Background: an optimization exercise with open tools, aiming at small area, a short achievable clock period and few clock cycles. Do not read the settings as production practice. RTL that was checked went through simulation tests only; none was proved equivalent to the original. Power and IR drop assume default switching activity.

## red
==> flow/design.v (excerpt) <==
module rk_gpio (
    input              clk,
    input              rst,
    input              cmd_valid,
    output             cmd_ready,
    input      [31:0]  cmd_desc,
    input      [31:0]  cmd_data,
    output             rsp_valid,
    output     [2:0]   rsp_status,
    output     [31:0]  rsp_data,
    output             disp_valid,
    output     [7:0]   disp_irq,
    output             disp_exit,
    input      [63:0]  pad_in,
    output     [63:0]  pad_out,
    output     [63:0]  pad_oe,
    output     [63:0]  pull_en,
    output     [1:0]   bank_irq
);
Size in the first run: roughly 4,400 cells after synthesis, roughly 900 flip-flops, ~370 I/O pins.
Settings: LEC_CHECK=0, CAP_MARGIN=10, CORE_MARGIN=2, CORE_UTILIZATION=50, CTS_BUF_LIST=sky130_fd_sc_hd__clkbuf_16, CTS_CLUSTER_DIAMETER=100, CTS_CLUSTER_SIZE=20, SLEW_MARGIN=10; clock period 10.0 ns.
standard.sh (not shown) runs the stock make flow with config.mk's settings and CLKGATE_MAP_FILE= SYNTH_SCRIPT=/design/flow/synth_recipe.tcl, a recipe that flattens the netlist after the stock synthesis.
==> flow/flow/run.sh <==
#!/bin/bash
# The standard layout (the standard.sh, unchanged synthesis), with a timing
# repair target below the clock period, port buffers that are plain buffers,
# and cell sizing not held to the same footprint.
set -euo pipefail
bash standard.sh synth > synth.log 2>&1
bash standard.sh SETUP_SLACK_MARGIN=6.5 MATCH_CELL_FOOTPRINT=0 \
    "BUFFER_PORTS_ARGS=-buffer_cell sky130_fd_sc_hd__buf_1" finish > layout.log 2>&1
red went all the way through the flow, and no timing, DRC or antenna check failed.
Testbench counts of red, summed over its fixed seeds: cycles 5,593.
What blue does differently from red at the input level:
Settings: PLACE_DENSITY: unset -> 0.75.
==> results.txt <==
What the final checks of blue revealed, after a flow that finished every stage, was a layout that fails on capacitance limit, slew limit. red did not stop at any stage, and its layout met the timing, DRC and antenna checks. Diff red -> blue: leakage dissipation neither gained nor lost much, transition at the pin with the smallest max-transition slack moved up, via count moved up, post-synthesis cell count essentially unchanged, worst setup slack lower.
> inputs changed (blue -> green)
Settings: PLACE_DENSITY no longer set, was 0.75.
--- a/flow/flow/run.sh
+++ b/flow/flow/run.sh
@@ -6,3 +6,3 @@
 bash standard.sh synth > synth.log 2>&1
-bash standard.sh SETUP_SLACK_MARGIN=6.5 MATCH_CELL_FOOTPRINT=0 \
+bash standard.sh SETUP_SLACK_MARGIN=6.7 MATCH_CELL_FOOTPRINT=0 \
     "BUFFER_PORTS_ARGS=-buffer_cell sky130_fd_sc_hd__buf_1" finish > layout.log 2>&1
[summary]
green did not stop at any stage, and its layout met the timing, DRC and antenna checks.
Between green and blue, it is green whose overall routed net length is higher, by about 8%.
Re max capacitance violation total: green is 1 down on blue.
Looking at end of the critical path, the rsp_data[0] result is from green; the rsp_d[8]$_DFFE_PN_ one comes from blue.
Summary: worst max-slew margin expressed relative to the limit, green better than blue
Fmax, green vs blue: up by a little under 10%
Compared with blue, green shows a higher area added between synthesis and finish.
Against blue as the reference, green delivers a higher final cell area excluding filler cells.
Looking at portion of total power attributed to the clock network, green sits 0.4 points lower than blue does.
Taking green over blue, the leakage dissipation ratio works out to 1.05.
The hold slack in green sits 4.8 ps above the value recorded for blue.
Category of the most critical setup path = reg -> reg: blue; category of the most critical setup path = reg -> out: green
For the final design utilization, green came in 1.5 points higher than blue did.

========
== run 1 ==
Another version of the RTL of rk_gpio (not shown whole).
Size: ~4,600 cells after synthesis, ~890 flip-flops, ~0.048 mm2 of cells after synthesis.
export LEC_CHECK = 0
export CAP_MARGIN = 40
export CORE_MARGIN = 2
export CORE_UTILIZATION = 25
export SETUP_SLACK_MARGIN = 5
export SLEW_MARGIN = 20
create_clock -name core_clock -period 10.0 [get_ports {clk}]
run.sh (not shown) runs the stock make flow with config.mk's settings and CLKGATE_MAP_FILE= SYNTH_SCRIPT=/design/flow/synth_recipe.tcl, a recipe that flattens the netlist after the stock synthesis.
Stock flow here: none of the scripts above is used.
Inputs modified between run 1 and run 2:
Settings: changing CAP_MARGIN from 40 to 20; changing CORE_UTILIZATION from 25 to 50.
[summary]
Every stage of the flow completed for run 2, and the final layout passed the timing, DRC and antenna checks.
Number of gates given a new drive strength after cts ends up lower on run 2.
Measured against each other, run 1 and run 2 differ in non-clock buffer share of cell area, the lower figure coming from run 2.
Run 2 vs run 1: non-clock buffer count down in run 2
Taking run 2 over run 1, the routed wire length ratio works out to 0.897.
Run 2 — period utilization 0.54 points higher, run 1 as reference
Compare run 1 and run 2 | switching power total lower: run 2
Run 1 ended up with more cell instances than run 2 did.
Looking only at switching part of the total, and setting everything else aside, the higher value of run 1 and run 2 goes to run 1.
Max worst hold slack across run 1 and run 2: run 1
Maximum vdd ir drop for run 2: about 7% up relative to run 1
Where final standard cell area without fillers is concerned, run 1 is outperformed by run 2.
No run of this note included a check of the RTL's function; only the layout flow was run.

separate check: timing with driven ports:
Ports are ideal in the flow. The routed layouts listed here were re-timed in OpenROAD.
Step 1 (the two cells are an assumption about what drives the block):
set clk [get_ports {clk}]
set_driving_cell -lib_cell sky130_fd_sc_hd__clkbuf_16 $clk
set_driving_cell -lib_cell sky130_fd_sc_hd__buf_2 [delete_from_list [all_inputs] $clk]
Step 2 adds t to the input delays and takes it off the output delays; t is the mean of the earliest and latest rising clock arrival at the registers after step 1. Input paths then give back, and output paths get back, about the clock's delay inside the block.
a / b / c = ideal ports / drivers / drivers and shift; a / b = the first two.
run | t (ns) | setup slack, ns | worst slew at a driven data input, ns
red | 0.757 | 6.454 / 6.436 / 5.947 | 0.04
blue | 0.734 | 6.287 / 6.287 / 5.906 | 0.07
green | 0.726 | 6.591 / 6.516 / 6.130 | 0.05
run 1 | 0.864 | 4.887 / 4.887 / 4.887 | 0.08
run 2 | 0.815 | 4.833 / 4.833 / 4.833 | 0.06
For red, which loses most, drivers alone change the setup slack by -0.018 ns; drivers and shift together by -0.507 ns.
